This is an optimization exercise on Yosys and OpenROAD, whose aim is small area, not a production implementation.
The RTL was checked by simulation tests, not by an equivalence proof against the original design.

run A:
## pp_core
module pp_core (
    input  wire         clk,
    input  wire         rst,
    input  wire         cmd_valid,
    output wire         cmd_ready,
    input  wire [3:0]   cmd_code,
    input  wire [271:0] cmd_arg,
    output reg          rsp_valid,
    output reg  [1:0]   rsp_status,
    output wire [65:0]  rsp_data,
    output reg          tx_open_req,
    input  wire         tx_open_ack,
    input  wire         tx_open_ok,
    output reg          tx_wr_valid,
    output wire [31:0]  tx_wr_data,
    input  wire         tx_done,
    input  wire         tx_fail,
    output reg          tx_close,
    output wire [1:0]   phase,
    output wire [2:0]   err,
    output wire [1:0]   dstate
);
clock: 12.0 ns
lec_check: 0
cap_margin: 20
core_margin: 2
core_utilization: 40
cts_cluster_diameter: 130
cts_cluster_size: 28
place_density: 0.6
slew_margin: 20
synth_hierarchical: 1
standard.sh (not shown) runs the stock make flow with config.mk's settings and CLKGATE_MAP_FILE= SYNTH_SCRIPT=/design/flow/synth_recipe.tcl, a recipe that flattens the netlist after the stock synthesis.
==> flow/flow/run.sh <==
#!/bin/bash
# The standard layout, with each port buffered by the smallest buffer
# (sky130_fd_sc_hd__buf_1) instead of the default clkdlybuf4s50_1.
set -euo pipefail
export BUFFER_PORTS_ARGS="-buffer_cell sky130_fd_sc_hd__buf_1"
bash standard.sh finish > flow_standard.log 2>&1
The final layout from run A, which completed every stage, passed the timing, DRC and antenna checks at the end of the flow.
--- input diff run A..run B ---
--- a/flow/config.mk
+++ b/flow/config.mk
@@ -8,8 +8,8 @@
 export CAP_MARGIN = 20
 export CORE_MARGIN = 2
-export CORE_UTILIZATION = 40
+export CORE_UTILIZATION = 55
 export CTS_CLUSTER_DIAMETER = 130
 export CTS_CLUSTER_SIZE = 28
-export PLACE_DENSITY = 0.6
+export PLACE_DENSITY = 0.7
 export SLEW_MARGIN = 20
 export SYNTH_HIERARCHICAL = 1
Notes after the runs:
Delta (run B minus run A): share of final-layout standard cells stronger than drive strength 1 held steady, worst setup margin grew by 330 ps.
Here is what was changed in the inputs of run C compared with run B.
--- a/flow/config.mk
+++ b/flow/config.mk
@@ -8,8 +8,8 @@
 export CAP_MARGIN = 20
 export CORE_MARGIN = 2
-export CORE_UTILIZATION = 55
-export CTS_CLUSTER_DIAMETER = 130
-export CTS_CLUSTER_SIZE = 28
-export PLACE_DENSITY = 0.7
+export CORE_UTILIZATION = 40
+export CTS_CLUSTER_DIAMETER = 80
+export CTS_CLUSTER_SIZE = 24
+export PLACE_DENSITY = 0.6
 export SLEW_MARGIN = 20
 export SYNTH_HIERARCHICAL = 1
Taking run B as the reference, in run C met1 global-route usage went down 12 points; utilization went down 16 points; final standard cell area without fillers went up about 1.8%.
Having completed the whole flow, run C delivered a layout that passed the timing, DRC and antenna checks.
Compared with run B, run C shows a count of fill cells added during filler insertion that is 2,383 higher.
A highest layer used for signal routing of met4 is what run B shows, while met5 belongs to run C.
Critical path depth delta (run C -> run B): insignificant
Setup WNS run B -> run C: worse
The total global routing track utilization in run C sits 6.6 points below the value recorded for run B.
Reported for run C and run B, simple-gate share of the synthesized area turned out identical to the last digit.
Fmax | run C vs run B | run C slower
For run D, these inputs were changed with respect to run C:
==> flow/flow/run.sh <==
#!/bin/bash
# The standard layout, with each port buffered by the smallest buffer
# (sky130_fd_sc_hd__buf_1) instead of the default clkdlybuf4s50_1, and with
# OpenROAD's power recovery (downsizing of gates off the critical paths)
# after global routing.
set -euo pipefail
export BUFFER_PORTS_ARGS="-buffer_cell sky130_fd_sc_hd__buf_1"
export RECOVER_POWER=100
bash standard.sh finish > flow_standard.log 2>&1
==> notes.md <==
Summary — post-route fraction of the period consumed by the critical path, run D relative to run C: higher, by 5.9 points. Run C -> run D: synthesized instance count delta 0, exact match. Status: sequential share of layout area parity (run D, run C). Run D finished all stages; layout check result: FAIL, due to capacitance limit, slew limit. In run D the first-iteration DRC count turned out 76 lower than in run C. Lower area overhead of the layout relative to synthesis goes to run D over run C. Run D against run C: multi-input gate share of total cell area shows no meaningful change.

==> what the ideal ports hide <==
How much do the figures lean on ideal ports? The routed layouts below were timed once more, with nothing changed but the port constraints.
Step 1, drivers: a clkbuf_16 drives clk and a buf_2 each remaining input, both assumed.
Step 2 times the ports against the registers' clock, not the clock port: input delays grow and output delays shrink by t, the midpoint of the rising clock arrivals with the driver on.
a / b / c = ideal ports / drivers / drivers and shift; a / b = the first two.
run	t, ns	setup WS [ns]	pins driven straight from the clock port
run A	0.631	2.862 / 2.873 / 2.242	1
run B	0.667	3.196 / 3.227 / 2.560	1
run C	0.657	2.849 / 2.861 / 2.204	1
run D	0.657	2.138 / 2.169 / 1.511	1
The setup slack of run C, which loses most, moves by +0.012 ns with the drivers and by -0.645 ns with both steps.
